Context: an optimization exercise on an open-source flow, tuned for small area, a short achievable clock period and few clock cycles. The choices shown serve that exercise and are no tape-out recipe. RTL that was checked went through simulation tests only; none was proved equivalent to the original. For runs 1 to 4, only the layout was checked, not whether the RTL still works. No activity file was given, so power comes from the tool's default toggle rates.

===== flow/run.sh =====
#!/bin/bash
# Standard ORFS layout (standard.sh: the standard flow's synthesis, floorplan, place, CTS,
# route, finish) with two changes:
#  - the buffers that buffer_ports puts on every input and output port are
#    sky130_fd_sc_hd__buf_1 cells instead of the default pick;
#  - clock tree synthesis builds the tree from clkbuf_8/clkbuf_16 cells and
#    adds no dummy loads to even out the tree.
# The full make output goes to standard.log in this folder; each ORFS step's
# own log stays under orfs/logs/.
set -euo pipefail
export BUFFER_PORTS_ARGS="-buffer_cell sky130_fd_sc_hd__buf_1"
export CTS_ARGS="-sink_clustering_enable -repair_clock_nets -buf_list {sky130_fd_sc_hd__clkbuf_8 sky130_fd_sc_hd__clkbuf_16} -dont_use_dummy_load"
bash standard.sh > standard.log 2>&1

===== constraint.sdc =====
create_clock -name core_clock -period 5.0 [get_ports {clk}]
set_input_delay 1.0000 -clock core_clock [delete_from_list [all_inputs] [get_ports {clk}]]
set_output_delay 1.0000 -clock core_clock [all_outputs]
set_load 0.01 [all_outputs]

===== design.v =====
`timescale 1ns/1ps
module symcodec_rx (
    input  wire        clk,
    input  wire        rst,
    input  wire        in_valid,
    output wire        in_ready,
    input  wire [63:0] in_data,     
    input  wire [3:0]  in_groups,   
    input  wire        in_last,     
    output reg         out_valid,
    output reg  [7:0]  out_byte,
    output reg  [2:0]  out_kind,    
    output reg         done,
    output wire [1:0]  res,         
    output wire [3:0]  cause,       
    output wire        chkmis,
    output wire [15:0] clean_bits,
    output wire [15:0] n_bytes,
    output wire [31:0] pre,
    output wire [15:0] len,
    output wire [7:0]  stored_chk,
    output wire [7:0]  calc_chk,
    output wire [15:0] bad_index,
    output wire [5:0]  bad_win
);
    localparam [2:0] K_PRE = 3'd0, K_LEN = 3'd1, K_PAY = 3'd2, K_CHK = 3'd3, K_TRAIL = 3'd4;
    function [3:0] nib6;
        input [5:0] c;
        begin
            nib6[3] = c[5];
            nib6[2] = (c[5] & c[3] & ~c[0]) | (c[4] & ~c[2] & ~c[1]) | (c[4] & ~c[0]);
            nib6[1] = (~c[5] & ~c[3] & c[0]) | (c[5] & ~c[3] & ~c[0]) |
                      (c[5] & ~c[2] & ~c[1]) | (c[4] & c[3] & ~c[0]);
            nib6[0] = c[5] ^ c[4] ^ c[1];
        end
    endfunction
    function one3;
        input [2:0] v;
        one3 = (v[0] & ~v[1] & ~v[2]) | (~v[0] & v[1] & ~v[2]) | (~v[0] & ~v[1] & v[2]);
    endfunction
    function two3;
        input [2:0] v;
        two3 = (v[0] & v[1] & ~v[2]) | (v[0] & ~v[1] & v[2]) | (~v[0] & v[1] & v[2]);
    endfunction
    function mapped6;
        input [5:0] c;
        mapped6 = (one3(c[5:3]) & two3(c[2:0]) & ~(c[3] & c[1] & c[0])) |
                  (two3(c[5:3]) & one3(c[2:0]) & ~(c[5] & c[4] & c[2]));
    endfunction
    function [6:0] therm3;
        input [2:0] v;
        begin
            therm3[0] = v[2] | v[1] | v[0];
            therm3[1] = v[2] | v[1];
            therm3[2] = v[2] | (v[1] & v[0]);
            therm3[3] = v[2];
            therm3[4] = v[2] & (v[1] | v[0]);
            therm3[5] = v[2] & v[1];
            therm3[6] = v[2] & v[1] & v[0];
        end
    endfunction
    function [2:0] ones4;
        input [3:0] c;
        begin
            ones4[2] = &c;
            ones4[1] = ((c[0] & c[1]) | (c[0] & c[2]) | (c[0] & c[3]) |
                        (c[1] & c[2]) | (c[1] & c[3]) | (c[2] & c[3])) & ~(&c);
            ones4[0] = ^c;
        end
    endfunction
    function [5:0] rev6;
        input [5:0] v;
        rev6 = {v[0], v[1], v[2], v[3], v[4], v[5]};
    endfunction
    function [7:0] join4;
        input [3:0] a;
        input [2:0] na;
        input [3:0] b;
        integer i;
        begin
            for (i = 0; i < 8; i = i + 1)
                join4[i] = (i < na) ? a[i] : (i - na < 4) ? b[i - na] : 1'b0;
        end
    endfunction
    assign in_ready = 1'b1;
    integer k, j;
    reg [3:0] s1_qb [0:1];   
    reg [2:0] s1_qn [0:1];   
    reg       s1_last;
    reg [7:0] cl_in;
    reg [1:0] pb [0:3];      
    reg [3:0] qb [0:1];      
    reg [2:0] qn [0:1];
    always @(*) begin
        for (k = 0; k < 8; k = k + 1)
            cl_in[k] = in_valid && (in_groups > k) &&
                       ((in_data[8*k +: 8] == 8'h00) || (in_data[8*k +: 8] == 8'hFF));
        for (k = 0; k < 4; k = k + 1) begin
            pb[k][0] = cl_in[2*k] ? in_data[16*k] : in_data[16*k+8];
            pb[k][1] = in_data[16*k+8];
        end
        for (k = 0; k < 2; k = k + 1) begin
            qb[k][0] = (cl_in[4*k] | cl_in[4*k+1]) ? pb[2*k][0] : pb[2*k+1][0];
            qb[k][1] = (cl_in[4*k] & cl_in[4*k+1]) ? pb[2*k][1] :
                       (cl_in[4*k] | cl_in[4*k+1]) ? pb[2*k+1][0] : pb[2*k+1][1];
            qb[k][2] = (cl_in[4*k] & cl_in[4*k+1]) ? pb[2*k+1][0] : pb[2*k+1][1];
            qb[k][3] = pb[2*k+1][1];
            qn[k]    = ones4(cl_in[4*k +: 4]);
        end
    end
    always @(posedge clk) begin
        s1_qb[0] <= qb[0];
        s1_qb[1] <= qb[1];
        if (rst) begin
            s1_qn[0] <= 3'd0;
            s1_qn[1] <= 3'd0;
            s1_last  <= 1'b0;
        end else begin
            s1_qn[0] <= qn[0];
            s1_qn[1] <= qn[1];
            s1_last  <= in_valid && in_last;
        end
    end
    reg [7:0] s2_c;          
    reg [3:0] s2_n;          
    reg       s2_rp;         
    reg [2:0] s2_rq;         
    reg       s2_v0;         
    reg       s2_v1;         
    reg       s2_last;
    reg       left_p;        
    reg [2:0] left_q;        
    function [5:0] left_oh;
        input       p;
        input [2:0] q;
        integer l;
        begin
            for (l = 0; l < 6; l = l + 1)
                left_oh[l] = (p == l[0]) && q[l % 3];
        end
    endfunction
    wire [3:0] n_cmp = {1'b0, s1_qn[0]} + {1'b0, s1_qn[1]};
    wire [5:0] lo    = left_oh(left_p, left_q);
    wire [8:1] n_ge;
    assign n_ge[1] = n_cmp != 4'd0;
    assign n_ge[2] = n_cmp[3] | n_cmp[2] | n_cmp[1];
    assign n_ge[3] = n_cmp[3] | n_cmp[2] | (n_cmp[1] & n_cmp[0]);
    assign n_ge[4] = n_cmp[3] | n_cmp[2];
    assign n_ge[5] = n_cmp[3] | (n_cmp[2] & (n_cmp[1] | n_cmp[0]));
    assign n_ge[6] = n_cmp[3] | (n_cmp[2] & n_cmp[1]);
    assign n_ge[7] = n_cmp[3] | (n_cmp[2] & n_cmp[1] & n_cmp[0]);
    assign n_ge[8] = n_cmp[3];
    wire tot6  = (lo[0] & n_ge[6]) | (lo[1] & n_ge[5]) | (lo[2] & n_ge[4]) |
                 (lo[3] & n_ge[3]) | (lo[4] & n_ge[2]) | (lo[5] & n_ge[1]);
    wire tot12 = (lo[4] & n_ge[8]) | (lo[5] & n_ge[7]);
    wire [2:0] n_m3;
    assign n_m3[0] = (n_cmp == 4'd0) | (n_cmp == 4'd3) | (n_cmp == 4'd6);
    assign n_m3[1] = (n_cmp == 4'd1) | (n_cmp == 4'd4) | (n_cmp == 4'd7);
    assign n_m3[2] = (n_cmp == 4'd2) | (n_cmp == 4'd5) | (n_cmp == 4'd8);
    wire [2:0] q_nx;
    assign q_nx[0] = (left_q[0] & n_m3[0]) | (left_q[1] & n_m3[2]) | (left_q[2] & n_m3[1]);
    assign q_nx[1] = (left_q[0] & n_m3[1]) | (left_q[1] & n_m3[0]) | (left_q[2] & n_m3[2]);
    assign q_nx[2] = (left_q[0] & n_m3[2]) | (left_q[1] & n_m3[1]) | (left_q[2] & n_m3[0]);
    wire [6:0] q0_more = therm3(s1_qn[0]);
    wire [7:0] c_join  = ({4'd0, s1_qb[0] & q0_more[3:0]}) | ({4'd0, s1_qb[1]} << s1_qn[0]);
    always @(posedge clk) begin
        s2_c  <= c_join;
        s2_rp <= left_p;
        s2_rq <= left_q;
        if (rst) begin
            s2_n    <= 4'd0;
            s2_v0   <= 1'b0;
            s2_v1   <= 1'b0;
            s2_last <= 1'b0;
            left_p  <= 1'b0;
            left_q  <= 3'b001;
        end else begin
            s2_n    <= n_cmp;
            s2_v0   <= tot6;
            s2_v1   <= tot12;
            s2_last <= s1_last;
            left_p  <= !s1_last && (left_p ^ n_cmp[0]);
            left_q  <= s1_last ? 3'b001 : q_nx;
        end
    end
    reg [4:0] acc;           
    reg [11:0] s3_w;         
    reg        s3_g0;        
    reg        s3_b0;        
    reg        s3_g1;        
    reg        s3_b1;        
    reg [3:0]  s3_n;         
    reg        s3_last;
    wire [5:0]  ro     = left_oh(s2_rp, s2_rq);
    wire [2:0]  r_bin  = {ro[4] | ro[5], ro[2] | ro[3], ro[1] | ro[3] | ro[5]};
    wire [4:0]  r_more = {ro[5], ro[5] | ro[4], ro[5] | ro[4] | ro[3],
                          ro[5] | ro[4] | ro[3] | ro[2], !ro[0]};
    wire [12:0] seq    = ({8'd0, acc & r_more}) | ({5'd0, s2_c} << r_bin);
    wire       m0  = mapped6(seq[5:0]);
    wire       m1  = mapped6(seq[11:6]);
    always @(posedge clk) begin
        acc  <= s2_v1 ? {4'd0, seq[12]} : s2_v0 ? seq[10:6] : seq[4:0];
        s3_w <= seq[11:0];
        if (rst) begin
            s3_g0   <= 1'b0;
            s3_b0   <= 1'b0;
            s3_g1   <= 1'b0;
            s3_b1   <= 1'b0;
            s3_n    <= 4'd0;
            s3_last <= 1'b0;
        end else begin
            s3_g0   <= s2_v0 &&  m0;
            s3_b0   <= s2_v0 && !m0;
            s3_g1   <= s2_v1 && m0 &&  m1;
            s3_b1   <= s2_v1 && m0 && !m1;
            s3_n    <= s2_n;
            s3_last <= s2_last;
        end
    end
    reg        aborted;
    reg        have_low;
    reg [3:0]  low_nib;
    reg [12:0] byte_cnt;
    reg        bc_small;     
    reg [15:0] clean_cnt;
    reg [31:0] pre_r;
    reg [15:0] len_r;
    reg [7:0]  xor_r;
    reg [7:0]  stored_r;
    reg        nok_r;        
    reg        mis_r;        
    reg        c0_r;         
    reg [5:0]  bad_r;        
    reg        chk_r;
    reg         fresh;
    wire        ab_b    = aborted  && !fresh;
    wire        hl_b    = have_low && !fresh;
    wire [12:0] byte_inc  = byte_cnt + 13'd1;
    wire [4:0]  clean_lo  = {1'b0, clean_cnt[3:0]} + {1'b0, s3_n};
    wire [11:0] clean_hi1 = clean_cnt[15:4] + 12'd1;
    wire [15:0] clean_sum = {clean_lo[4] ? clean_hi1 : clean_cnt[15:4], clean_lo[3:0]};
    wire [7:0]  x_b     = fresh ? 8'd0  : xor_r;
    wire        gc_b    = !nok_r && !fresh;      
    wire [5:0] w0 = s3_w[5:0];
    wire [5:0] w1 = s3_w[11:6];
    wire [3:0] d0 = nib6(w0);
    wire [3:0] d1 = nib6(w1);
    wire g0   = s3_g0 && !ab_b;
    wire g1   = s3_g1 && !ab_b;
    wire bad0 = s3_b0 && !ab_b;
    wire bad1 = s3_b1 && !ab_b;
    wire bad  = bad0 || bad1;
    wire       byte_go  = hl_b ? g0 : g1;
    wire [7:0] new_byte = hl_b ? {d0[3:0], low_nib} : {d1[3:0], d0[3:0]};
    wire        ge6     = !bc_small || (byte_cnt[2:1] == 2'd3);
    wire        at_pre  = fresh || (bc_small && !byte_cnt[2]);
    wire        at_len  = !fresh && bc_small && (byte_cnt[2:1] == 2'd2);
    wire [5:0]  at_idx;
    assign at_idx[0] = fresh || (bc_small && byte_cnt[2:0] == 3'd0);
    generate
        genvar gi;
        for (gi = 1; gi < 6; gi = gi + 1) begin : g_idx
            assign at_idx[gi] = !fresh && bc_small && byte_cnt[2:0] == gi;
        end
    endgenerate
    wire        at_chk  = !fresh && nok_r && ge6 && chk_r;
    reg  [2:0]  kind;
    always @(*) begin
        if (at_pre)      kind = K_PRE;
        else if (at_len) kind = K_LEN;
        else if (gc_b)   kind = K_TRAIL;
        else if (at_chk) kind = K_CHK;
        else             kind = K_PAY;
    end
    wire ab_nx = ab_b || bad;
    wire gc_nx = gc_b || (byte_go && at_chk);
    wire clr   = s3_last && (ab_nx || !gc_nx);
    wire [7:0] wr_byte = clr ? 8'd0 : new_byte;
    wire       mis_nx  = clr ? 1'b0 : (byte_go && at_chk) ? (new_byte != x_b) : mis_r;
    always @(posedge clk) begin
        if (clr || (byte_go && at_idx[0]))    pre_r[7:0]   <= wr_byte;
        if (clr || (byte_go && at_idx[1]))    pre_r[15:8]  <= wr_byte;
        if (clr || (byte_go && at_idx[2]))    pre_r[23:16] <= wr_byte;
        if (clr || (byte_go && at_idx[3]))    pre_r[31:24] <= wr_byte;
        if (clr || (byte_go && at_idx[4]))    len_r[7:0]   <= wr_byte;
        if (clr || (byte_go && at_idx[5]))    len_r[15:8]  <= wr_byte;
        if (clr || (byte_go && at_chk))        stored_r     <= wr_byte;
        if (bad)
            bad_r <= bad0 ? rev6(w0) : rev6(w1);
        out_byte <= new_byte;
        if (g0 && !(hl_b ^ g1))
            low_nib <= g1 ? d1[3:0] : d0[3:0];
        out_kind <= kind;
        if (byte_go)
            chk_r <= at_idx[5] ? (new_byte == 8'd0 && len_r[7:0] == 8'd0) :
                                       ({3'd0, byte_cnt} == len_r + 16'd5);
        aborted   <= ab_nx;
        have_low  <= hl_b ^ g0 ^ g1;
        byte_cnt  <= fresh ? {12'd0, byte_go} : byte_go ? byte_inc : byte_cnt;
        bc_small  <= fresh || (bc_small && !(byte_go && byte_cnt[2:0] == 3'd7));
        clean_cnt <= fresh ? {12'd0, s3_n} : clean_sum;
        if (clr)
            xor_r <= 8'd0;
        else if (byte_go && kind <= K_PAY)
            xor_r <= x_b ^ new_byte;
        else
            xor_r <= x_b;
        nok_r     <= ab_nx || !gc_nx;
        mis_r     <= mis_nx;
        c0_r      <= (!ab_nx && !gc_nx) || mis_nx;
        fresh <= rst || s3_last;
        if (rst) begin
            out_valid <= 1'b0;
            done      <= 1'b0;
        end else begin
            out_valid <= byte_go;
            done      <= s3_last;
        end
    end
    assign res        = {nok_r, 1'b1};
    assign cause      = {1'b0, nok_r, mis_r, c0_r};
    assign chkmis     = mis_r;
    assign clean_bits = clean_cnt;
    assign n_bytes    = {3'd0, byte_cnt};
    assign pre        = pre_r;
    assign len        = len_r;
    assign stored_chk = stored_r;
    assign calc_chk   = xor_r;
    assign bad_index  = {2'd0, byte_cnt, have_low};
    assign bad_win    = bad_r;
endmodule

===== standard.sh =====
#!/bin/bash
# synth_recipe.tcl (not shown) runs the flow's synth.tcl, then flattens the netlist and writes it again
# the make line also repeats each setting of config.mk as NAME=value (left out here)
make -C /OpenROAD-flow-scripts/flow DESIGN_CONFIG=/design/flow/config.mk WORK_HOME=/design/flow/orfs CLKGATE_MAP_FILE= SYNTH_SCRIPT=/design/flow/synth_recipe.tcl "${@:-finish}"

===== config.mk =====
export PLATFORM = sky130hd
export DESIGN_NAME = symcodec_rx
export DESIGN_NICKNAME = symcodec_rx
export VERILOG_FILES = /design/flow/design.v
export SDC_FILE = /design/flow/constraint.sdc
export NUM_CORES = 4
export LEC_CHECK = 0
export ABC_AREA = 1
export CAP_MARGIN = 20
export CORE_MARGIN = 2
export CORE_UTILIZATION = 50
export SETUP_SLACK_MARGIN = 2.7
export SLEW_MARGIN = 20

==> results.sh, run 1 <==
export IMPL_cp_cell_sequence="buf_12 -> clkinv_16 -> nand2_2 -> nor2_1 -> nand2_1 -> nand3_2 -> nor2_4 -> nand2_4 -> nand2_1 -> nand2_2 -> nand2_4 -> clkinvlp_4 -> buf_6 -> nor2_4"
export IMPL_insertion_delay_ps=440
export IMPL_drcViolationCount=0
export IMPL_yosys_cell_types_count=52
export IMPL_combPwrFrac=0.064
export IMPL_crit_slowest_cell="dfxtp_4"
export IMPL_num_vias=7994
export IMPL_synth_xor_area_frac=0.0273
export IMPL_fmax_ghz=0.463
export IMPL_synth_simple_area_share=0.264
export IMPL_final_max_slew_viol_count=0
export IMPL_dieArea_um2=19700
export IMPL_cts_clk_slew_worst_paths_ps=60
export IMPL_synth_area_um2=9320
export IMPL_worstPathRequired_ps=5230
export IMPL_switching_share=0.219
export IMPL_power_frac_seq=0.560
export IMPL_start_util=0.513
export IMPL_synth_compound_area_frac=0.0965
export IMPL_firstDrtPassIters=6
export IMPL_arrival_ps=2390
export IMPL_power_internal_mw=2.26
export IMPL_critical_path_top_delay_family="simple AND/OR/NAND/NOR gates"
export IMPL_setup_viol=0
export IMPL_drt_iter0_drc=337
export IMPL_worstSetupStartpointType="flip-flop"
export IMPL_synthCells=1131
export IMPL_end_kind="flip-flop"
export IMPL_yosys_warnings=6
export IMPL_crit_buf_inv=4
export IMPL_crit_path_max_incr_delay_ps=360
export IMPL_grt_max_degree=34
export IMPL_ios=211
export IMPL_clockPowerShare=0.376
export IMPL_clockBufferDepth=2
export IMPL_power_switching_mw=0.633
export IMPL_die_w_um=141
export IMPL_drv_cap=0
export IMPL_rows=49
export IMPL_antenna_found_initial=0
export IMPL_syn_avg_cell_area_um2=8.24
export IMPL_gr_usage_all_layers=0.223
export IMPL_numPortBuffers=202
export IMPL_final_nets=1434
export IMPL_p_leak_nw=4.54
export IMPL_clockRootBuffer="clkbuf_16"
export IMPL_finalCriticalPeriod_ps=2160
export IMPL_place_hpwl_mm=16.5
export IMPL_worst_pin_slew_ps=872
export IMPL_place_congestion=0.858
export IMPL_layout_commonest_cell="nand2_1"
export IMPL_area_delta_synth_final_pct=18.0
export IMPL_timing_hold_ws_ps=394
export IMPL_tns_ps=0
export IMPL_yosys_area_share_adder=0.0338
export IMPL_power_density_nw_per_um2=263
export IMPL_holdCritPathClass="flip-flop to flip-flop"
export IMPL_finalCritPeriodShare=0.432
export IMPL_drtAntennaViolNets=0
export IMPL_ir_worst_vdd_mv=0.258
export IMPL_synthMuxAreaShare=0.00107
export IMPL_routedWlPerCell_um=14.1
export IMPL_fin_skew_ps=36.1
export IMPL_synth_seq_cells=188
export IMPL_cts_tree="done"
export IMPL_synth_top_family_by_area="simple AND/OR/NAND/NOR gates"
export IMPL_diodes=0
export IMPL_finalHoldViolations=0
export IMPL_slew_limit_headroom=0.419
export IMPL_design_core_area_um2=18100
export IMPL_die_height_um=141
export IMPL_clkSinkCount=188
export IMPL_drive_above_1_share=0.116
export IMPL_wl_mm=22.1
export IMPL_vias_per_cell=5.11
export IMPL_grt_overflow_total=0
export IMPL_rsz0062_at_grt="true"
export IMPL_crit_type="flip-flop to flip-flop"
export IMPL_grt_pass1_vias=7279
export IMPL_layout_common_cells="nand2_1 (216), buf_1 (202), inv_1 (142)"
export IMPL_status="timing/DRC/antenna clean"
export IMPL_grt_pass1_wl_mm=35.4
export IMPL_cts_buffers=17
export IMPL_yosysSeqAreaShare=0.477
export IMPL_ctsHtreeMaxLevel=4
export IMPL_crit_fanout=17
-- sequential cells by signal, summed over array words and instances (netlist names), 4 cells and up --
register   flops
acc            5
bad_r          6
len_r         16
s1_qb          8
pre_r         32
clean_cnt     16
out_byte       8
byte_cnt      13
s3_w          12
low_nib        4
s2_c           8
s2_n           4
s1_qn          6
xor_r          8
s3_n           4
stored_r       8
-- repair_timing --
action / 4_1_cts / 5_1_grt
hold buffers: 0 / 0
buffers inserted: 5 / 16
resized for setup: 36 / 43
cloned: 2 / 1
pin swaps: 4 / 9
setup endpoints to repair: 137 / 141
-- per-stage QoR --
stage / setup WS, ps / area [µm²] / total power [mW] / util / cells
floorplan: 2710 / 9340 / 1.76 / - / 1137
global placement: 1820 / 10100 / 1.82 / 0.556 / 1524
detailed placement: 1730 / 10100 / 1.82 / 0.556 / 1524
CTS: 2700 / 10700 / 2.91 / 0.590 / 1548
global route: 2620 / 11000 / 3.00 / 0.606 / 1565
finish: 2840 / 11000 / 2.90 / 0.606 / 1565
-- final timing paths --
check / start / to / slack [ps] / cells after the start
worst max-delay path: fresh / len_r[7] / 2840 / 14
worst min-delay path: s2_n[2] / s3_n[2] / 390 / 2
worst max register to register: fresh / len_r[7] / 2840 / 14
worst min register to register: s2_n[2] / s3_n[2] / 390 / 2
-- layer usage --
| metal | vias to the layer above | global-route usage | routed length (µm) |
|---|---|---|---|
| li1 | 4142 | - | - |
| met1 | 3652 | 0.290 | 10100 |
| met2 | 180 | 0.389 | 10900 |
| met3 | 20 | 0.0407 | 892 |
| met4 | 0 | 0.0542 | 229 |
| met5 | - | 0 | 0 |
-- cells in the mapped netlist, drive strengths merged --
master / instances / area, µm²
a21oi: 40 / 200
o31ai: 2 / 15.0
nand4: 37 / 231
nor4: 16 / 100
o21bai: 1 / 7.51
conb: 2 / 7.51
a31oi: 9 / 56.3
o221ai: 2 / 17.5
o22ai: 9 / 56.3
or2: 6 / 37.5
a211oi: 4 / 30.0
nor2: 98 / 395
inv: 157 / 589
nor3b: 1 / 7.51
edfxtp: 68 / 2040
clkinv: 2 / 12.5
xor2: 21 / 184
clkbuf: 10 / 37.5
a21boi: 1 / 7.51
xnor2: 8 / 70.1
nand2: 245 / 1020
ha: 22 / 275
and3: 1 / 6.26
o211ai: 5 / 37.5
and2: 2 / 12.5
buf: 38 / 289
mux2i: 1 / 10.0
o21a: 3 / 22.5
o311ai: 1 / 8.76
o2bb2ai: 3 / 26.3
dfxtp: 120 / 2400
o21ai: 82 / 414
nand3: 91 / 538
nand3b: 1 / 7.51
fa: 2 / 40.0
nor3: 20 / 105
-- tightest hold or removal path: cells and delay by family (launching register included) --
kind | cells | cell delay [ps]
buffers and inverters | 1 | 40
flip-flops | 1 | 290
AND/OR/NAND/NOR | 1 | 30
-- power by group through the flow --
stage                     sequential [mW]  combinational [mW]  clock [mW]
final                                1.62               0.184        1.09
after detailed placement             1.65               0.165           0
after global routing                 1.62               0.209        1.17
after global placement               1.65               0.163           0
after CTS                            1.62               0.177        1.11
after floorplan                      1.65               0.104           0
-- logic make-up after synthesis --
kind of cell	Yosys count
other	2
buffers and inverters	207
multiplexers	1
AND/OR/NAND/NOR	518
adder cells (fa/ha/maj)	24
flip-flops	188
XOR/XNOR	29
AO/OA/AOI/OAI	162
-- area by class of cell --
class	instances	area [µm²]
fill	1692	7160
sequential	188	4450
multi-input combinational	743	4180
timing repair buffer	228	996
inverter	159	639
clock buffer	17	425
tap	229	287
timing repair inverter	1	11.3
==> inputs of run 2 (changes only) <==
--- a/config.mk
+++ b/config.mk
@@ -11,3 +11,3 @@
 export CORE_UTILIZATION = 50
-export SETUP_SLACK_MARGIN = 2.7
+export SETUP_SLACK_MARGIN = 2.6
 export SLEW_MARGIN = 20
==> results.sh, run 2 <==
export IMPL_ff2ff_path_depth=14
export IMPL_place_congestion=0.858
export IMPL_cts_clk_slew_worst_paths_ps=60
export IMPL_drv_cap=0
export IMPL_crit_fanout=33
export IMPL_insertion_delay_ps=440
export IMPL_grt_max_degree=34
export IMPL_synth_top_area_frac=0.258
export IMPL_clkSinkCount=188
export IMPL_worstPathRequired_ps=5130
export IMPL_cp_cell_sequence="buf_12 -> inv_16 -> nand2_1 -> nor2_2 -> nand2_1 -> nand3_2 -> nor2_4 -> nand2_2 -> nand2_1 -> nand2_2 -> nand2_4 -> buf_4 -> o311ai_1 -> buf_4"
export IMPL_crit_type="flip-flop to flip-flop"
export IMPL_antenna_found_initial=0
export IMPL_cts_hold_buf=0
export IMPL_largest_reg_flops=32
export IMPL_dieArea_um2=19700
export IMPL_ir_worst_vdd_mv=0.256
export IMPL_synth_edf_count=68
export IMPL_design_core_area_um2=18100
export IMPL_synth_seq_cells=188
export IMPL_drtAntennaViolNets=0
export IMPL_vias_per_cell=5.11
export IMPL_yosys_warnings=6
export IMPL_cts_tree="done"
export IMPL_layout_common_cells="nand2_1 (217), buf_1 (202), inv_1 (144)"
export IMPL_rows=49
export IMPL_finalCritPeriodShare=0.455
export IMPL_r2r_slack_ps=2730
export IMPL_holdCritPathClass="flip-flop to flip-flop"
export IMPL_firstDrtPassIters=5
export IMPL_crit_path_frequent_cell="nand2_1"
export IMPL_finalCriticalPeriod_ps=2270
export IMPL_drcViolationCount=0
export IMPL_drive_above_1_share=0.105
export IMPL_synth_flop_cell="dfxtp_1"
export IMPL_grt_pass1_wl_mm=35.1
export IMPL_power_density_nw_per_um2=266
export IMPL_start_util=0.513
export IMPL_place_hpwl_mm=16.5
export IMPL_ios=211
export IMPL_numPortBuffers=202
export IMPL_routedWlPerCell_um=14.1
export IMPL_finalHoldViolations=0
export IMPL_gr_usage_all_layers=0.221
export IMPL_setup_viol=0
export IMPL_crit_path_max_incr_delay_ps=340
export IMPL_final_max_slew_viol_count=0
export IMPL_synth_area_leader_cell="dfxtp_1"
export IMPL_rsz0062_at_grt="false"
export IMPL_timing_rr_end="pre_r[6]"
export IMPL_end_kind="flip-flop"
export IMPL_synth_most_common_cell="nand2_1"
export IMPL_grt_pass1_vias=7237
export IMPL_yosysSeqAreaShare=0.477
export IMPL_die_height_um=141
export IMPL_largest_registers="pre_r (32), clean_cnt (16), len_r (16)"
export IMPL_worst_slack_ps=2730
export IMPL_drt_iter0_drc=426
export IMPL_worst_pin_slew_ps=876
export IMPL_clockRootBuffer="clkbuf_16"
export IMPL_p_leak_nw=4.48
export IMPL_ctsHtreeMaxLevel=4
export IMPL_hold_depth=2
export IMPL_num_vias=7963
export IMPL_area_delta_synth_final_pct=16.5
export IMPL_min_from="s2_n[2]"
export IMPL_crit_reg2reg_launch="fresh"
export IMPL_ys_top_cells_by_count="nand2_1 (218), inv_1 (146), dfxtp_1 (120)"
export IMPL_synthTopCellsByArea="dfxtp_1 (26%), edfxtp_1 (22%), nand2_1 (8.8%)"
export IMPL_grt_overflow_total=0
export IMPL_stdcell_count=1558
export IMPL_synthCells=1131
export IMPL_dp_slack_ps=1730
export IMPL_die_w_um=141
export IMPL_fin_skew_ps=36.9
export IMPL_crit_slowest_cell="dfxtp_2"
export IMPL_cts_buffers=17
export IMPL_tns_ps=0
export IMPL_diodes=0
export IMPL_clockBufferDepth=2
export IMPL_layout_commonest_cell="nand2_1"
export IMPL_dp_cells=1524
export IMPL_ys_async_sr_fraction=0
export IMPL_min_to="s3_n[2]"
export IMPL_top_register="pre_r"
export IMPL_yosys_cell_types_count=52
export IMPL_slew_limit_headroom=0.416
export IMPL_syn_avg_cell_area_um2=8.24
export IMPL_status="timing/DRC/antenna clean"
export IMPL_final_nets=1427
export IMPL_fmax_ghz=0.440
export IMPL_arrival_ps=2400
export IMPL_worstSetupStartpointType="flip-flop"
export IMPL_wl_mm=22.0
export IMPL_synth_area_um2=9320
## run 2: layout make-up
type	count	area, µm²
Timing Repair Buffer	223	946
Tap cell	229	287
Fill cell	1715	7290
Inverter	159	626
Clock buffer	17	425
Sequential cell	188	4450
Multi-Input combinational cell	742	4130
## run 2: worst max path at each step
stage	startpoint	to
after floorplan	fresh	pre_r[0]
after global placement	fresh	len_r[11]
after detailed placement	fresh	len_r[7]
after CTS	fresh	len_r[7]
after global routing	clean_cnt[0]	clean_cnt[15]
final	fresh	pre_r[6]
## run 2: report_power, final
group / total (mW) / internal, mW / switching (mW)
Combinational: 0.178 / 0.0615 / 0.117
Clock: 1.09 / 0.592 / 0.500
Sequential: 1.62 / 1.61 / 0.0154
## run 2: critical path: cells and delay by family (launching register included)
family / cells / cell delay [ps]
flip-flops: 1 / 340
AO/OA/AOI/OAI: 1 / 90
AND/OR/NAND/NOR: 9 / 870
buffers and inverters: 4 / 690
## run 2: logic make-up (layout without fill, tap and decap cells)
family,count (synthesis),in the layout,synth area share
muxes,1,1,0.00107
xor gates and xnor gates,29,29,0.0273
DFF,188,188,0.477
AOI/OAI and AO/OA,162,162,0.0965
other,2,8,0.000806
buffers and inverters,207,399,0.0996
adders and majority gates,24,24,0.0338
and+or+nand+nor,518,518,0.264
## run 2: metrics by stage
stage | util | total power, mW | hold slack [ps] | cell area (µm²)
final | 0.598 | 2.89 | 392 | 10900
after global placement | 0.556 | 1.82 | 392 | 10100
after detailed placement | 0.556 | 1.82 | 397 | 10100
after CTS | 0.586 | 2.90 | 396 | 10600
after floorplan | - | 1.76 | 388 | 9340
after global routing | 0.598 | 3.00 | 406 | 10900
## run 2: repair_timing
action,4_1_cts,5_1_grt
setup endpoints to repair,135,132
setup buffers,3,13
pin swaps,0,7
gates resized for setup,30,28
cloned,0,1
## run 2: layer usage
layer  part of all wire  global-route usage  routed length [µm]  up-vias
met2               0.49               0.384               10800      182
met5                  0                   0                   0        -
met3              0.040              0.0407                 888       17
met1               0.46               0.288               10100     3641
met4             0.0086              0.0542                 190        0
li1                   -                   -                   -     4123
==> inputs of run 3 (changes only) <==
--- a/design.v
+++ b/design.v
@@ -70,2 +70,19 @@
     endfunction
+    function eq_sum;
+        input [15:0] x;
+        input [15:0] k;
+        input [15:0] z;
+        integer i;
+        reg c;
+        reg ok;
+        begin
+            ok = 1'b1;
+            c = 1'b0;
+            for (i = 0; i < 16; i = i + 1) begin
+                ok = ok & (z[i] == (x[i] ^ k[i] ^ c));
+                c = (x[i] & k[i]) | ((x[i] | k[i]) & ~z[i]);
+            end
+            eq_sum = ok & ~c;
+        end
+    endfunction
     function [5:0] rev6;
@@ -295,3 +312,3 @@
             chk_r <= at_idx[5] ? (new_byte == 8'd0 && len_r[7:0] == 8'd0) :
-                                       ({3'd0, byte_cnt} == len_r + 16'd5);
+                                       eq_sum(len_r, 16'd5, {3'd0, byte_cnt});
         aborted   <= ab_nx;
==> results.sh, run 3 <==
export IMPL_switching_share=0.214
export IMPL_largest_registers="pre_r (32), clean_cnt (16), len_r (16)"
export IMPL_synth_area_um2=8980
export IMPL_stdcell_count=1517
export IMPL_worstSetupStartpointType="flip-flop"
export IMPL_final_max_slew_viol_count=0
export IMPL_finalCriticalPeriod_ps=2290
export IMPL_worstPathRequired_ps=5330
export IMPL_synth_area_leader_cell="dfxtp_1"
export IMPL_area_delta_synth_final_pct=16.8
export IMPL_synth_seq_cells=188
export IMPL_setup_viol=0
export IMPL_ios=211
export IMPL_drt_iter0_drc=409
export IMPL_synth_most_common_cell="nand2_1"
export IMPL_firstDrtPassIters=4
export IMPL_holdCritPathClass="flip-flop to flip-flop"
export IMPL_end_kind="flip-flop"
export IMPL_numPortBuffers=202
export IMPL_power_density_nw_per_um2=273
export IMPL_fin_skew_ps=25.0
export IMPL_synthTopCellsByArea="dfxtp_1 (27%), edfxtp_1 (23%), nand2_1 (9.9%)"
export IMPL_grt_pass1_wl_mm=33.0
export IMPL_routedWlPerCell_um=13.7
export IMPL_ctsHtreeMaxLevel=4
export IMPL_power_frac_seq=0.565
export IMPL_yosysSeqAreaShare=0.495
export IMPL_ys_top_cells_by_count="nand2_1 (236), inv_1 (143), dfxtp_1 (120)"
export IMPL_p_total_mw=2.87
export IMPL_drcViolationCount=0
export IMPL_cts_tree="done"
export IMPL_synth_edf_count=68
export IMPL_cts_clk_slew_worst_paths_ps=60
export IMPL_largest_reg_flops=32
export IMPL_status="timing/DRC/antenna clean"
export IMPL_drv_cap=0
export IMPL_layout_commonest_cell="nand2_1"
export IMPL_finalCritPeriodShare=0.458
export IMPL_synth_top_area_frac=0.268
export IMPL_die_height_um=138
export IMPL_slew_limit_headroom=0.561
export IMPL_fin_area_um2=10500
export IMPL_tns_ps=0
export IMPL_yosys_warnings=6
export IMPL_crit_type="flip-flop to flip-flop"
export IMPL_design_core_area_um2=17400
export IMPL_finish_utilization=0.602
export IMPL_syn_avg_cell_area_um2=8.16
export IMPL_grt_overflow_total=0
export IMPL_grt_max_degree=33
export IMPL_synth_flop_cell="dfxtp_1"
export IMPL_p_leak_nw=4.32
export IMPL_vias_per_cell=5.09
export IMPL_clkSinkCount=188
export IMPL_place_hpwl_mm=16.0
export IMPL_insertion_delay_ps=430
export IMPL_arrival_ps=2620
export IMPL_dieArea_um2=19000
export IMPL_crit_reg2reg_launch="s1_qn[0][0]"
export IMPL_crit_fanout=8
export IMPL_layout_common_cells="nand2_1 (229), buf_1 (202), inv_1 (143)"
export IMPL_die_w_um=138
export IMPL_cp_startpoint="s1_qn[0][0]"
export IMPL_fill_cells=1642
export IMPL_fmax_ghz=0.437
export IMPL_gr_usage_all_layers=0.221
export IMPL_clockBufferDepth=2
export IMPL_antenna_found_initial=0
export IMPL_r2r_slack_ps=2710
export IMPL_clockRootBuffer="clkbuf_16"
export IMPL_diodes=0
export IMPL_num_vias=7723
export IMPL_ys_async_sr_fraction=0
export IMPL_synthCells=1100
export IMPL_clockPowerShare=0.377
export IMPL_yosys_cell_types_count=49
export IMPL_placed_cell_area_um2=9770
export IMPL_top_register="pre_r"
export IMPL_ir_worst_vdd_mv=0.251
export IMPL_timing_hold_ws_ps=402
export IMPL_start_util=0.515
export IMPL_final_nets=1389
export IMPL_wl_mm=20.8
export IMPL_finalHoldViolations=0
export IMPL_power_switching_mw=0.612
export IMPL_rows=48
export IMPL_place_congestion=0.833
export IMPL_drtAntennaViolNets=0
export IMPL_power_internal_mw=2.25
export IMPL_rsz0062_at_grt="false"
export IMPL_combPwrFrac=0.058
export IMPL_drive_above_1_share=0.0813
export IMPL_dp_cells=1490
export IMPL_cts_buffers=17
export IMPL_min_from="s2_n[3]"
export IMPL_grt_pass1_vias=6932
export IMPL_worst_slack_ps=2710
export IMPL_dp_slack_ps=1960
export IMPL_worst_pin_slew_ps=652
==> run 3: power by group through the flow <==
stage               clock network (mW)  registers [mW]  logic (mW)
finish                            1.08            1.62       0.166
global placement                     0            1.65       0.156
global route                      1.17            1.62       0.191
floorplan                            0            1.65      0.0976
CTS                               1.11            1.62       0.164
detailed placement                   0            1.65       0.158
==> run 3: worst max-delay path: stages, from the launching register on <==
cell     delay [ps]
dfxtp_4         370
ha_2            200
fa_1            380
or2_2           310
nand2_2         110
inv_1           100
o31ai_2         280
nor2_1           90
a21oi_2         160
nand2_1          70
a31oi_1         130
==> run 3: path summary, 6_finish.rpt <==
path	to	cells past startpoint
max reg2reg	left_q[2]	10
min	s3_n[3]	2
min reg2reg	s3_n[3]	2
max	left_q[2]	10
==> run 3: final cells by class <==
type	count	area (µm²)	area share
Clock buffer	17	425	0.0406
Multi-Input combinational cell	715	3860	0.368
Sequential cell	188	4450	0.424
Timing Repair Buffer	215	868	0.0828
Tap cell	225	282	0.0268
Inverter	157	599	0.0571
==> run 3: routing by layer <==
layer,share of wire,vias up,global-route usage
met1,0.46,3476,0.292
met2,0.48,211,0.377
li1,-,4009,-
met5,0,-,0
met3,0.052,27,0.0439
met4,0.012,0,0.0499
==> run 3: what timing repair did <==
action                     CTS  global route
pin swaps                    1             7
setup buffers                2             8
gates resized for setup     33            28
hold buffers                 0             0
setup endpoints to repair  132           135
==> run 3: logic make-up after synthesis <==
logic type | after synthesis | share of synthesized area
xor gates and xnor gates | 19 | 0.0185
adders and majority gates | 23 | 0.0337
muxes | 1 | 0.00112
other | 2 | 0.000837
and+or+nand+nor | 498 | 0.247
buffers and inverters | 203 | 0.0995
DFF | 188 | 0.495
AOI/OAI and AO/OA | 166 | 0.104
==> inputs of run 4 (changes only) <==
--- a/design.v
+++ b/design.v
@@ -70,19 +70,2 @@
     endfunction
-    function eq_sum;
-        input [15:0] x;
-        input [15:0] k;
-        input [15:0] z;
-        integer i;
-        reg c;
-        reg ok;
-        begin
-            ok = 1'b1;
-            c = 1'b0;
-            for (i = 0; i < 16; i = i + 1) begin
-                ok = ok & (z[i] == (x[i] ^ k[i] ^ c));
-                c = (x[i] & k[i]) | ((x[i] | k[i]) & ~z[i]);
-            end
-            eq_sum = ok & ~c;
-        end
-    endfunction
     function [5:0] rev6;
@@ -312,3 +295,3 @@
             chk_r <= at_idx[5] ? (new_byte == 8'd0 && len_r[7:0] == 8'd0) :
-                                       eq_sum(len_r, 16'd5, {3'd0, byte_cnt});
+                                       ({3'd0, byte_cnt} == len_r + 16'd5);
         aborted   <= ab_nx;
--- a/flow/run.sh
+++ b/flow/run.sh
@@ -5,3 +5,3 @@
 #    sky130_fd_sc_hd__buf_1 cells instead of the default pick;
-#  - clock tree synthesis builds the tree from clkbuf_8/clkbuf_16 cells and
+#  - clock tree synthesis builds the tree from {sky130_fd_sc_hd__clkbuf_4 sky130_fd_sc_hd__clkbuf_8} cells and
 #    adds no dummy loads to even out the tree.
@@ -11,3 +11,3 @@
 export BUFFER_PORTS_ARGS="-buffer_cell sky130_fd_sc_hd__buf_1"
-export CTS_ARGS="-sink_clustering_enable -repair_clock_nets -buf_list {sky130_fd_sc_hd__clkbuf_8 sky130_fd_sc_hd__clkbuf_16} -dont_use_dummy_load"
+export CTS_ARGS="-sink_clustering_enable -repair_clock_nets -buf_list {sky130_fd_sc_hd__clkbuf_4 sky130_fd_sc_hd__clkbuf_8} -dont_use_dummy_load"
 bash standard.sh > standard.log 2>&1
--- a/config.mk
+++ b/config.mk
@@ -11,3 +11,3 @@
 export CORE_UTILIZATION = 50
-export SETUP_SLACK_MARGIN = 2.6
+export SETUP_SLACK_MARGIN = 2.7
 export SLEW_MARGIN = 20
==> results.sh, run 4 <==
export IMPL_firstDrtPassIters=5
export IMPL_clockBufferDepth=2
export IMPL_synth_top_area_frac=0.258
export IMPL_power_switching_mw=0.590
export IMPL_start_util=0.513
export IMPL_power_frac_seq=0.633
export IMPL_dieArea_um2=19700
export IMPL_rows=49
export IMPL_largest_registers="pre_r (32), clean_cnt (16), len_r (16)"
export IMPL_grt_pass1_wl_mm=35.3
export IMPL_yosys_cell_types_count=52
export IMPL_design_core_area_um2=18100
export IMPL_worstPathRequired_ps=4000
export IMPL_final_nets=1427
export IMPL_largest_reg_flops=32
export IMPL_crit_fanout=4
export IMPL_synthTopCellsByArea="dfxtp_1 (26%), edfxtp_1 (22%), nand2_1 (8.8%)"
export IMPL_antenna_found_initial=0
export IMPL_drtAntennaViolNets=0
export IMPL_synthCells=1131
export IMPL_ys_top_cells_by_count="nand2_1 (218), inv_1 (146), dfxtp_1 (120)"
export IMPL_drv_cap=0
export IMPL_synth_seq_cells=188
export IMPL_die_w_um=141
export IMPL_routedWlPerCell_um=14.0
export IMPL_cts_hold_buf=0
export IMPL_wl_mm=21.8
export IMPL_drcViolationCount=0
export IMPL_yosysSeqAreaShare=0.477
export IMPL_clockRootBuffer="clkbuf_8"
export IMPL_grt_pass1_vias=7266
export IMPL_arrival_ps=1190
export IMPL_ir_worst_vdd_mv=0.171
export IMPL_rsz0062_at_grt="true"
export IMPL_grt_max_degree=34
export IMPL_yosys_warnings=6
export IMPL_worst_pin_slew_ps=885
export IMPL_min_from="s2_n[2]"
export IMPL_stdcell_count=1558
export IMPL_synth_flop_cell="dfxtp_1"
export IMPL_setup_viol=0
export IMPL_holdCritPathClass="flip-flop to flip-flop"
export IMPL_fin_skew_ps=54.6
export IMPL_ys_async_sr_fraction=0
export IMPL_ff2ff_path_depth=12
export IMPL_finalHoldViolations=0
export IMPL_place_congestion=0.858
export IMPL_crit_type="flip-flop to primary output"
export IMPL_power_internal_mw=1.97
export IMPL_top_register="pre_r"
export IMPL_power_density_nw_per_um2=239
export IMPL_p_total_mw=2.56
export IMPL_finalCriticalPeriod_ps=2190
export IMPL_combPwrFrac=0.071
export IMPL_diodes=0
export IMPL_min_to="s3_n[2]"
export IMPL_cts_buffers=17
export IMPL_end_kind="primary output"
export IMPL_finalCritPeriodShare=0.438
export IMPL_ctsHtreeMaxLevel=4
export IMPL_insertion_delay_ps=480
export IMPL_synth_most_common_cell="nand2_1"
export IMPL_ios=211
export IMPL_area_delta_synth_final_pct=15.1
export IMPL_synth_edf_count=68
export IMPL_clkSinkCount=188
export IMPL_syn_avg_cell_area_um2=8.24
export IMPL_hold_depth=2
export IMPL_fill_cells=1726
export IMPL_status="timing/DRC/antenna clean"
export IMPL_timing_rr_end="len_r[13]"
export IMPL_switching_share=0.230
export IMPL_synth_area_um2=9320
export IMPL_cp_startpoint="len_r[0]"
export IMPL_grt_overflow_total=0
export IMPL_timing_hold_ws_ps=391
export IMPL_p_leak_nw=4.39
export IMPL_final_max_slew_viol_count=0
export IMPL_vias_per_cell=5.11
export IMPL_clockPowerShare=0.296
export IMPL_place_hpwl_mm=16.5
export IMPL_layout_commonest_cell="nand2_1"
export IMPL_num_vias=7966
export IMPL_fmax_ghz=0.457
export IMPL_synth_area_leader_cell="dfxtp_1"
export IMPL_worstSetupStartpointType="flip-flop"
export IMPL_cts_clk_slew_worst_paths_ps=90
export IMPL_layout_common_cells="nand2_1 (216), buf_1 (202), inv_1 (142)"
export IMPL_die_height_um=141
export IMPL_drive_above_1_share=0.111
export IMPL_gr_usage_all_layers=0.222
export IMPL_cts_tree="done"
export IMPL_tns_ps=0
export IMPL_r2r_slack_ps=2820
export IMPL_crit_reg2reg_launch="fresh"
export IMPL_slew_limit_headroom=0.410
export IMPL_dp_cells=1524
export IMPL_numPortBuffers=202
export IMPL_drt_iter0_drc=372
## run 4: cell count changes in the layout (fill, tap and decap cells not counted), sizes merged, moves of 3 or more
cell	before	now
nand3	78	91
xor2	14	21
buf	215	221
nand4	31	37
o21ai	77	82
nand2	250	246
nor3	16	20
a21oi	43	40
o2bb2ai	0	3
xnor2	5	8
## run 4: kinds of logic after synthesis
kind of cell / count (synthesis) / share of synthesized area
muxes: 1 / 0.00107
AOI/OAI and AO/OA: 162 / 0.0965
adders and majority gates: 24 / 0.0338
xor gates and xnor gates: 29 / 0.0273
other: 2 / 0.000806
DFF: 188 / 0.477
and+or+nand+nor: 518 / 0.264
buffers and inverters: 207 / 0.0996
## run 4: repair_timing
action	4_1_cts	5_1_grt
pin swaps	4	7
setup endpoints to repair	136	140
buffers inserted	6	9
gates resized for setup	35	39
cloned	2	0
## run 4: worst max path at each step
| stage | to | slack (ps) |
|---|---|---|
| 3_3_place_gp | len_r[11] | 1820 |
| 5_1_grt | clean_cnt[15] | 2650 |
| 4_1_cts | clean_cnt[15] | 2710 |
| 6_report | len[0] | 2810 |
| 2_1_floorplan | pre_r[0] | 2710 |
| 3_5_place_dp | len_r[7] | 1730 |
## run 4: final cells by class
class / count / area [µm²] / area share
Clock buffer: 17 / 234 / 0.0218
Sequential cell: 188 / 4450 / 0.415
Multi-Input combinational cell: 743 / 4180 / 0.390
Inverter: 159 / 627 / 0.0585
Tap cell: 229 / 287 / 0.0267
Timing Repair Buffer: 222 / 946 / 0.0882
## run 4: through the flow
step           instance area (µm²)   util  worst slack, ps
3_5_place_dp                 10100  0.556             1730
2_1_floorplan                 9340      -             2710
5_1_grt                      10700  0.591             2650
6_report                     10700  0.591             2810
3_3_place_gp                 10100  0.556             1820
4_1_cts                      10500  0.580             2710
## run 4: per-layer routing
metal  track usage  vias up  routed length (µm)
li1              -     4121                   -
met1         0.290     3658               10000
met2         0.385      166               10700
met3        0.0376       21                 846
met4        0.0568        0                 244
met5             0        -                   0
## run 4: critical path: stages (launching register included)
cell	delay, ps
edfxtp_1	450
buf_4	170
buf_1	110
## run 4: power groups by stage
stage | Sequential [mW] | Clock [mW] | Combinational, mW
6_report | 1.62 | 0.758 | 0.181
5_1_grt | 1.62 | 0.839 | 0.205
4_1_cts | 1.62 | 0.780 | 0.177
3_5_place_dp | 1.65 | 0 | 0.165
3_3_place_gp | 1.65 | 0 | 0.163
2_1_floorplan | 1.65 | 0 | 0.104
==> inputs of run 5 (changes only) <==
--- a/design.v
+++ b/design.v
@@ -232,3 +232,2 @@
     reg        c0_r;         
-    reg [5:0]  bad_r;        
     reg        chk_r;
@@ -253,2 +252,3 @@
     wire       byte_go  = hl_b ? g0 : g1;
+    wire [5:0] bad_win_nx = bad0 ? rev6(w0) : rev6(w1);
     wire [7:0] new_byte = hl_b ? {d0[3:0], low_nib} : {d1[3:0], d0[3:0]};
@@ -287,11 +287,13 @@
         if (clr || (byte_go && at_chk))        stored_r     <= wr_byte;
-        if (bad)
-            bad_r <= bad0 ? rev6(w0) : rev6(w1);
         out_byte <= new_byte;
-        if (g0 && !(hl_b ^ g1))
-            low_nib <= g1 ? d1[3:0] : d0[3:0];
         out_kind <= kind;
-        if (byte_go)
+        if (bad)
+            low_nib <= bad_win_nx[5:2];
+        else if (g0 && !(hl_b ^ g1))
+            low_nib <= g1 ? d1[3:0] : d0[3:0];
+        if (bad)
+            chk_r <= bad_win_nx[1];
+        else if (byte_go)
             chk_r <= at_idx[5] ? (new_byte == 8'd0 && len_r[7:0] == 8'd0) :
-                                       ({3'd0, byte_cnt} == len_r + 16'd5);
+                                 ({3'd0, byte_cnt} == len_r + 16'd5);
         aborted   <= ab_nx;
@@ -299,3 +301,4 @@
         byte_cnt  <= fresh ? {12'd0, byte_go} : byte_go ? byte_inc : byte_cnt;
-        bc_small  <= fresh || (bc_small && !(byte_go && byte_cnt[2:0] == 3'd7));
+        bc_small  <= bad ? bad_win_nx[0] :
+                     fresh || (bc_small && !(byte_go && byte_cnt[2:0] == 3'd7));
         clean_cnt <= fresh ? {12'd0, s3_n} : clean_sum;
@@ -329,3 +332,3 @@
     assign bad_index  = {2'd0, byte_cnt, have_low};
-    assign bad_win    = bad_r;
+    assign bad_win    = {low_nib, chk_r, bc_small};
 endmodule
==> results.sh, run 5 <==
export IMPL_area_delta_synth_final_pct=14.1
export IMPL_power_density_nw_per_um2=236
export IMPL_ff2ff_path_depth=9
export IMPL_r2r_slack_ps=2840
export IMPL_drt_iter0_drc=464
export IMPL_wl_mm=21.7
export IMPL_firstDrtPassIters=5
export IMPL_cts_clk_slew_worst_paths_ps=100
export IMPL_largest_reg_flops=32
export IMPL_drtAntennaViolNets=0
export IMPL_grt_max_degree=30
export IMPL_worstPathRequired_ps=4000
export IMPL_synth_most_common_cell="nand2_1"
export IMPL_slew_limit_headroom=0.403
export IMPL_crit_fanout=3
export IMPL_finalHoldViolations=0
export IMPL_gr_usage_all_layers=0.221
export IMPL_tns_ps=0
export IMPL_status="timing/DRC/antenna clean"
export IMPL_place_hpwl_mm=16.8
export IMPL_ir_worst_vdd_mv=0.171
export IMPL_drv_cap=0
export IMPL_antenna_found_initial=0
export IMPL_routedWlPerCell_um=13.8
export IMPL_p_leak_nw=4.35
export IMPL_ctsHtreeMaxLevel=4
export IMPL_grt_util_met1=0.286
export IMPL_die_height_um=140
export IMPL_worstSetupStartpointType="flip-flop"
export IMPL_synth_edf_count=62
export IMPL_power_internal_mw=1.91
export IMPL_cp_startpoint="len_r[0]"
export IMPL_setup_viol=0
export IMPL_holdCritPathClass="flip-flop to flip-flop"
export IMPL_synthCells=1157
export IMPL_synth_flop_cell="dfxtp_1"
export IMPL_p_total_mw=2.48
export IMPL_yosys_area_share_adder=0.0342
export IMPL_switching_share=0.231
export IMPL_power_switching_mw=0.573
export IMPL_crit_reg2reg_launch="s3_w[5]"
export IMPL_vias_per_cell=5.08
export IMPL_clockRootBuffer="clkbuf_8"
export IMPL_synth_area_leader_cell="dfxtp_1"
export IMPL_yosysSeqAreaShare=0.463
export IMPL_die_w_um=140
export IMPL_synthMuxAreaShare=0.00109
export IMPL_synth_top_area_frac=0.261
export IMPL_ios=211
export IMPL_dieArea_um2=19500
export IMPL_design_core_area_um2=18000
export IMPL_rows=49
export IMPL_endpoint="len[0]"
export IMPL_drive_above_1_share=0.0997
export IMPL_diodes=0
export IMPL_grt_overflow_total=0
export IMPL_final_nets=1442
export IMPL_end_kind="primary output"
export IMPL_place_congestion=0.807
export IMPL_synth_seq_cells=182
export IMPL_yosys_cell_types_count=53
export IMPL_finalCritPeriodShare=0.444
export IMPL_final_max_slew_viol_count=0
export IMPL_cts_hold_buf=0
export IMPL_combPwrFrac=0.070
export IMPL_synth_top_family_by_area="simple AND/OR/NAND/NOR gates"
export IMPL_clockBufferDepth=2
export IMPL_arrival_ps=1220
export IMPL_syn_avg_cell_area_um2=7.96
export IMPL_ys_top_cells_by_count="nand2_1 (245), inv_1 (145), dfxtp_1 (120)"
export IMPL_fin_skew_ps=42.9
export IMPL_timing_hold_ws_ps=400
export IMPL_finish_utilization=0.583
export IMPL_largest_registers="pre_r (32), clean_cnt (16), len_r (16)"
export IMPL_gr_usage_met2=0.383
export IMPL_synth_area_um2=9220
export IMPL_crit_type="flip-flop to primary output"
export IMPL_top_register="pre_r"
export IMPL_numPortBuffers=202
export IMPL_timing_rr_end="chk_r"
export IMPL_rsz0062_at_grt="false"
export IMPL_hold_depth=2
export IMPL_grt_pass1_wl_mm=35.1
export IMPL_synthTopCellsByArea="dfxtp_1 (26%), edfxtp_1 (20%), nand2_1 (10%)"
export IMPL_cts_buffers=17
export IMPL_fmax_ghz=0.450
export IMPL_drcViolationCount=0
export IMPL_synth_compound_area_frac=0.0986
export IMPL_synth_simple_area_share=0.276
export IMPL_cts_tree="done"
export IMPL_start_util=0.511
export IMPL_grt_pass1_vias=7262
export IMPL_yosys_warnings=6
export IMPL_insertion_delay_ps=470
export IMPL_ys_async_sr_fraction=0
export IMPL_layout_common_cells="nand2_1 (241), buf_1 (202), inv_1 (142)"
export IMPL_finalCriticalPeriod_ps=2220
export IMPL_clkSinkCount=182
export IMPL_fill_cells=1736
export IMPL_synth_xor_area_frac=0.0247
export IMPL_layout_commonest_cell="nand2_1"
export IMPL_power_frac_seq=0.631
export IMPL_worst_pin_slew_ps=896
export IMPL_clockPowerShare=0.299
export IMPL_groute_layer_met3_usage=0.0403
export IMPL_num_vias=7985
export IMPL_top_usage_layer="met2"
## run 5: cell types whose count changed in the layout (fill, tap and decap cells not counted), moves of 7 or more
cell	change
nor2_1	+14
nand2_1	+25
a21oi_1	+10
o21ai_0	-8
buf_4	-7
nand4_1	-7
## run 5: cell type report
cell class / count / area, µm² / area share
sequential: 182 / 4280 / 0.407
multi-input combinational: 773 / 4240 / 0.403
timing repair buffer: 214 / 852 / 0.0811
inverter: 157 / 618 / 0.0588
tap: 229 / 287 / 0.0273
clock buffer: 17 / 234 / 0.0223
timing repair inverter: 1 / 8.76 / 0.000833
## run 5: power groups by stage
stage / Combinational (mW) / Sequential (mW) / Clock [mW]
floorplan: 0.104 / 1.60 / 0
global placement: 0.161 / 1.60 / 0
detailed placement: 0.163 / 1.60 / 0
CTS: 0.169 / 1.57 / 0.769
global route: 0.198 / 1.57 / 0.831
finish: 0.173 / 1.57 / 0.742
## run 5: worst max-delay path, cell delays in order (launching register included)
cell	delay (ps)
edfxtp_1	470
buf_4	180
buf_1	120
## run 5: per-layer routing
metal / vias up / wire [µm] / share of wire
met4: 0 / 246 / 0.011
met3: 17 / 1020 / 0.047
met2: 209 / 10700 / 0.49
met5: - / 0 / 0
li1: 4159 / - / -
met1: 3600 / 9720 / 0.45
## run 5: cells by family (layout without fill, tap and decap cells)
group / Yosys count / in the layout
and+or+nand+nor: 549 / 549
xor gates and xnor gates: 26 / 26
other: 2 / 8
DFF: 182 / 182
muxes: 1 / 1
AOI/OAI and AO/OA: 165 / 165
buffers and inverters: 208 / 389
adders and majority gates: 24 / 24
## run 5: timing repair
action                                  CTS  global route
endpoints found under the hold margin     0             0
setup buffers                             3             6
pin swaps                                 1             4
resized for setup                        35            45
gates cloned                              0             1
endpoints found under the setup margin  140           139
## run 5: worst min-delay path by stage
stage | slack [ps] | from | end
finish | 400 | s2_n[0] | s3_n[0]
global placement | 390 | s2_n[1] | s3_n[1]
floorplan | 390 | left_q[0] | s2_rq[0]
global route | 420 | s2_n[1] | s3_n[1]
CTS | 400 | s2_last | s3_last
detailed placement | 400 | s2_n[2] | s3_n[2]
## run 5: per-stage QoR
step                setup WS, ps  std cells  instance area, µm²
floorplan                   2760       1163                9240
global placement            2000       1546                9950
detailed placement          1870       1546                9950
CTS                         2670       1566               10300
global route                2700       1573               10500
finish                      2780       1573               10500
Testbench counts of run 5, summed over its fixed seeds: cycles 15,365.
==> inputs of run 6 (changes only) <==
--- a/flow/run.sh
+++ b/flow/run.sh
@@ -5,3 +5,3 @@
 #    sky130_fd_sc_hd__buf_1 cells instead of the default pick;
-#  - clock tree synthesis builds the tree from {sky130_fd_sc_hd__clkbuf_4 sky130_fd_sc_hd__clkbuf_8} cells and
+#  - clock tree synthesis builds the tree from clkbuf_4/clkbuf_8 cells and
 #    adds no dummy loads to even out the tree.
==> results.sh, run 6 <==
export IMPL_status="timing/DRC/antenna clean"
export IMPL_grt_max_degree=30
export IMPL_power_internal_mw=1.91
export IMPL_worstPathRequired_ps=4000
export IMPL_p_total_mw=2.48
export IMPL_synth_area_leader_cell="dfxtp_1"
export IMPL_tns_ps=0
export IMPL_insertion_delay_ps=470
export IMPL_ys_top_cells_by_count="nand2_1 (245), inv_1 (145), dfxtp_1 (120)"
export IMPL_p_leak_nw=4.35
export IMPL_synthTopCellsByArea="dfxtp_1 (26%), edfxtp_1 (20%), nand2_1 (10%)"
export IMPL_vias_per_cell=5.08
export IMPL_cp_cell_sequence="buf_4 -> buf_1"
export IMPL_hold_depth=2
export IMPL_ys_async_sr_fraction=0
export IMPL_synth_edf_count=62
export IMPL_yosys_warnings=6
export IMPL_crit_fanout=3
export IMPL_wl_mm=21.7
export IMPL_setup_viol=0
export IMPL_fin_skew_ps=42.9
export IMPL_largest_reg_flops=32
export IMPL_antenna_found_initial=0
export IMPL_drcViolationCount=0
export IMPL_layout_commonest_cell="nand2_1"
export IMPL_yosys_cell_types_count=53
export IMPL_crit_slowest_cell="edfxtp_1"
export IMPL_fmax_ghz=0.450
export IMPL_synth_seq_cells=182
export IMPL_worst_pin_slew_ps=896
export IMPL_synth_top_area_frac=0.261
export IMPL_worstSetupStartpointType="flip-flop"
export IMPL_synthCells=1157
export IMPL_finalCriticalPeriod_ps=2220
export IMPL_grt_pass1_vias=7262
export IMPL_worst_path_stages=2
export IMPL_power_switching_mw=0.573
export IMPL_place_hpwl_mm=16.8
export IMPL_drt_iter0_drc=464
export IMPL_place_congestion=0.807
export IMPL_clockBufferDepth=2
export IMPL_rsz0062_at_grt="false"
export IMPL_end_kind="primary output"
export IMPL_die_w_um=140
export IMPL_combPwrFrac=0.070
export IMPL_num_vias=7985
export IMPL_crit_path_max_incr_delay_ps=470
export IMPL_ff2ff_path_depth=9
export IMPL_final_max_slew_viol_count=0
export IMPL_synth_most_common_cell="nand2_1"
export IMPL_final_nets=1442
export IMPL_grt_overflow_total=0
export IMPL_diodes=0
export IMPL_layout_common_cells="nand2_1 (241), buf_1 (202), inv_1 (142)"
export IMPL_grt_pass1_wl_mm=35.1
export IMPL_firstDrtPassIters=5
export IMPL_yosysSeqAreaShare=0.463
export IMPL_clockPowerShare=0.299
export IMPL_cts_clk_slew_worst_paths_ps=100
export IMPL_routedWlPerCell_um=13.8
export IMPL_clkSinkCount=182
export IMPL_critical_path_top_delay_family="flip-flops"
export IMPL_ir_worst_vdd_mv=0.171
export IMPL_synth_flop_cell="dfxtp_1"
export IMPL_design_core_area_um2=18000
export IMPL_gr_usage_all_layers=0.221
export IMPL_dieArea_um2=19500
export IMPL_holdCritPathClass="flip-flop to flip-flop"
export IMPL_power_density_nw_per_um2=236
export IMPL_crit_buf_inv=2
export IMPL_cts_tree="done"
export IMPL_syn_avg_cell_area_um2=7.96
export IMPL_area_delta_synth_final_pct=14.1
export IMPL_dp_cells=1546
export IMPL_ios=211
export IMPL_die_height_um=140
export IMPL_arrival_ps=1220
export IMPL_clockRootBuffer="clkbuf_8"
export IMPL_rows=49
export IMPL_synth_area_um2=9220
export IMPL_drv_cap=0
export IMPL_stdcell_count=1573
export IMPL_start_util=0.511
export IMPL_power_frac_seq=0.631
export IMPL_cts_buffers=17
export IMPL_ctsHtreeMaxLevel=4
export IMPL_drive_above_1_share=0.0997
export IMPL_switching_share=0.231
export IMPL_top_register="pre_r"
export IMPL_finalHoldViolations=0
export IMPL_finalCritPeriodShare=0.444
export IMPL_drtAntennaViolNets=0
export IMPL_numPortBuffers=202
export IMPL_slew_limit_headroom=0.403
export IMPL_largest_registers="pre_r (32), clean_cnt (16), len_r (16)"
export IMPL_crit_type="flip-flop to primary output"
-- run 6: cell counts in the layout (fill, tap and decap cells not counted) --
Identical to the previous run, type by type.
-- run 6: final cells by class --
type                    instances  area, µm²
clock buffers                  17        234
fillers                      1736       7510
inverters                     157        618
multi-input cells             773       4240
flip-flops and latches        182       4280
well taps                     229        287
repair buffers                214        852
repair inverters                1       8.76
-- run 6: worst register-to-register path: cells and delay by family (launching register included) --
kind	cells	cell delay [ps]
flip-flops	1	400
AO/OA/AOI/OAI	4	1040
AND/OR/NAND/NOR	4	410
buffers and inverters	1	160
-- run 6: power by group through the flow --
| stage | combinational [mW] | clock (mW) | sequential, mW |
|---|---|---|---|
| after floorplan | 0.104 | 0 | 1.60 |
| after global placement | 0.161 | 0 | 1.60 |
| after CTS | 0.169 | 0.769 | 1.57 |
| final | 0.173 | 0.742 | 1.57 |
| after detailed placement | 0.163 | 0 | 1.60 |
| after global routing | 0.198 | 0.831 | 1.57 |
-- run 6: routing by layer --
layer  wire length [µm]  track usage  share of wire
met5                  0            0              0
met4                246       0.0537          0.011
met3               1020       0.0403          0.047
met2              10700        0.383           0.49
met1               9720        0.286           0.45
-- run 6: through the flow --
step / hold WS, ps / setup slack [ps] / utilization / cell area (µm²)
global route: 423 / 2700 / 0.583 / 10500
detailed placement: 403 / 1870 / 0.552 / 9950
finish: 400 / 2780 / 0.583 / 10500
CTS: 404 / 2670 / 0.573 / 10300
global placement: 392 / 2000 / 0.552 / 9950
floorplan: 387 / 2760 / - / 9240
-- run 6: final timing paths --
path             from  endpoint  slack (ps)
max reg2reg   s3_w[5]     chk_r        2840
min           s2_n[0]   s3_n[0]         400
max          len_r[0]    len[0]        2780
min reg2reg   s2_n[0]   s3_n[0]         400
-- run 6: kinds of logic (layout without fill, tap and decap cells) --
kind of cell | after synthesis | count (layout) | share of synthesized area
compound gates | 165 | 165 | 0.0986
xor+xnor | 26 | 26 | 0.0247
fa+ha+maj | 24 | 24 | 0.0342
buf+inv | 208 | 389 | 0.102
flops | 182 | 182 | 0.463
mux | 1 | 1 | 0.00109
other cells | 2 | 8 | 0.000815
simple gates | 549 | 549 | 0.276
-- run 6: what timing repair did --
item,CTS,global route
hold buffers,0,0
endpoints found under the setup margin,140,139
gates cloned,0,1
pin swaps,1,4
gates resized for setup,35,45
setup buffers,3,6
==> inputs of run 7 (changes only) <==
--- a/config.mk
+++ b/config.mk
@@ -8,2 +8,3 @@
 export ABC_AREA = 1
+export ABC_CLOCK_PERIOD_IN_PS = 2200
 export CAP_MARGIN = 20
==> results.sh, run 7 <==
export IMPL_top_register="pre_r"
export IMPL_grt_max_degree=30
export IMPL_r2r_slack_ps=2840
export IMPL_die_height_um=140
export IMPL_die_w_um=140
export IMPL_yosysSeqAreaShare=0.463
export IMPL_synth_area_leader_cell="dfxtp_1"
export IMPL_synth_edf_count=62
export IMPL_largest_reg_flops=32
export IMPL_worstPathRequired_ps=4000
export IMPL_drv_cap=0
export IMPL_gr_usage_all_layers=0.221
export IMPL_crit_slowest_cell="edfxtp_1"
export IMPL_drive_above_1_share=0.0997
export IMPL_grt_overflow_total=0
export IMPL_met3_length_mm=1.02
export IMPL_timing_hold_ws_ps=400
export IMPL_numPortBuffers=202
export IMPL_synth_seq_cells=182
export IMPL_drcViolationCount=0
export IMPL_synth_flop_cell="dfxtp_1"
export IMPL_cts_buffers=17
export IMPL_placed_cell_area_um2=9950
export IMPL_layout_commonest_cell="nand2_1"
export IMPL_worst_pin_slew_ps=896
export IMPL_ir_worst_vdd_mv=0.171
export IMPL_synth_most_common_cell="nand2_1"
export IMPL_end_kind="primary output"
export IMPL_cts_clk_slew_worst_paths_ps=100
export IMPL_crit_type="flip-flop to primary output"
export IMPL_area_delta_synth_final_pct=14.1
export IMPL_fin_area_um2=10500
export IMPL_place_hpwl_mm=16.8
export IMPL_synth_top_area_frac=0.261
export IMPL_grt_pass1_vias=7262
export IMPL_slew_limit_headroom=0.403
export IMPL_antenna_found_initial=0
export IMPL_fmax_ghz=0.450
export IMPL_firstDrtPassIters=5
export IMPL_dieArea_um2=19500
export IMPL_final_max_slew_viol_count=0
export IMPL_fill_cells=1736
export IMPL_holdCritPathClass="flip-flop to flip-flop"
export IMPL_met2WireLength_mm=10.7
export IMPL_power_density_nw_per_um2=236
export IMPL_place_congestion=0.807
export IMPL_synthTopCellsByArea="dfxtp_1 (26%), edfxtp_1 (20%), nand2_1 (10%)"
export IMPL_crit_fanout=3
export IMPL_p_leak_nw=4.35
export IMPL_drt_met1_wl_mm=9.72
export IMPL_syn_avg_cell_area_um2=7.96
export IMPL_synthCells=1157
export IMPL_finalCriticalPeriod_ps=2220
export IMPL_ctsHtreeMaxLevel=4
export IMPL_insertion_delay_ps=470
export IMPL_top_layer="met4"
export IMPL_diodes=0
export IMPL_rsz0062_at_grt="false"
export IMPL_routedWlPerCell_um=13.8
export IMPL_synth_area_um2=9220
export IMPL_setup_viol=0
export IMPL_ys_async_sr_fraction=0
export IMPL_crit_path_max_incr_delay_ps=470
export IMPL_status="timing/DRC/antenna clean"
export IMPL_crit_buf_inv=2
export IMPL_critical_path_top_delay_family="flip-flops"
export IMPL_arrival_ps=1220
export IMPL_clockRootBuffer="clkbuf_8"
export IMPL_tns_ps=0
export IMPL_cts_hold_buf=0
export IMPL_num_vias=7985
==> run 7: area by class of cell <==
class	instances	area, µm²	share of cell area
Sequential cell	182	4280	0.407
Multi-Input combinational cell	773	4240	0.403
Timing Repair Buffer	214	852	0.0811
Inverter	157	618	0.0588
Tap cell	229	287	0.0273
Clock buffer	17	234	0.0223
Timing Repair inverter	1	8.76	0.000833
==> run 7: cell families after synthesis <==
| kind of cell | share of synthesized area |
|---|---|
| AO/OA/AOI/OAI | 0.0986 |
| adder cells (fa/ha/maj) | 0.0342 |
| buffers and inverters | 0.102 |
| flip-flops | 0.463 |
| AND/OR/NAND/NOR | 0.276 |
| other | 0.000815 |
| multiplexers | 0.00109 |
| XOR/XNOR | 0.0247 |
==> run 7: layer usage <==
metal | up-vias | track usage
met5 | - | 0
met4 | 0 | 0.0537
met3 | 17 | 0.0403
met2 | 209 | 0.383
met1 | 3600 | 0.286
li1 | 4159 | -
==> run 7: where the power goes <==
part | internal [mW] | total [mW] | switching, mW
combinational | 0.0579 | 0.173 | 0.115
clock | 0.301 | 0.742 | 0.441
sequential | 1.55 | 1.57 | 0.0167
==> run 7: worst paths after layout <==
path / from / to / cells past startpoint
setup reg to reg: s3_w[5] / chk_r / 9
hold reg to reg: s2_n[0] / s3_n[0] / 2
hold / removal: s2_n[0] / s3_n[0] / 2
setup / recovery: len_r[0] / len[0] / 2
==> run 7: tightest hold or removal path, delay by kind of cell, from the launching register on <==
kind          cells  cell delay (ps)
buf+inv           1               40
flops             1              290
simple gates      1               30
==> run 7: stage by stage <==
step / util / power (mW) / worst slack [ps] / std cells
global placement: 0.552 / 1.76 / 2000 / 1546
detailed placement: 0.552 / 1.76 / 1870 / 1546
CTS: 0.573 / 2.50 / 2670 / 1566
global route: 0.583 / 2.60 / 2700 / 1573
floorplan: - / 1.70 / 2760 / 1163
finish: 0.583 / 2.48 / 2780 / 1573
==> run 7: timing repair <==
| item | CTS | global route |
|---|---|---|
| resized for setup | 35 | 45 |
| pin swaps | 1 | 4 |
| cloned | 0 | 1 |
| setup endpoints to repair | 140 | 139 |
| setup buffers | 3 | 6 |

Re-timed with assumed drivers on the ports (clkbuf_16 on the clock, buf_2 on other inputs), run 7 has 2.737 ns of setup slack against 2.778 ns with ideal ports, and 2.394 ns once port delays also move by the mid clock arrival of 0.485 ns.
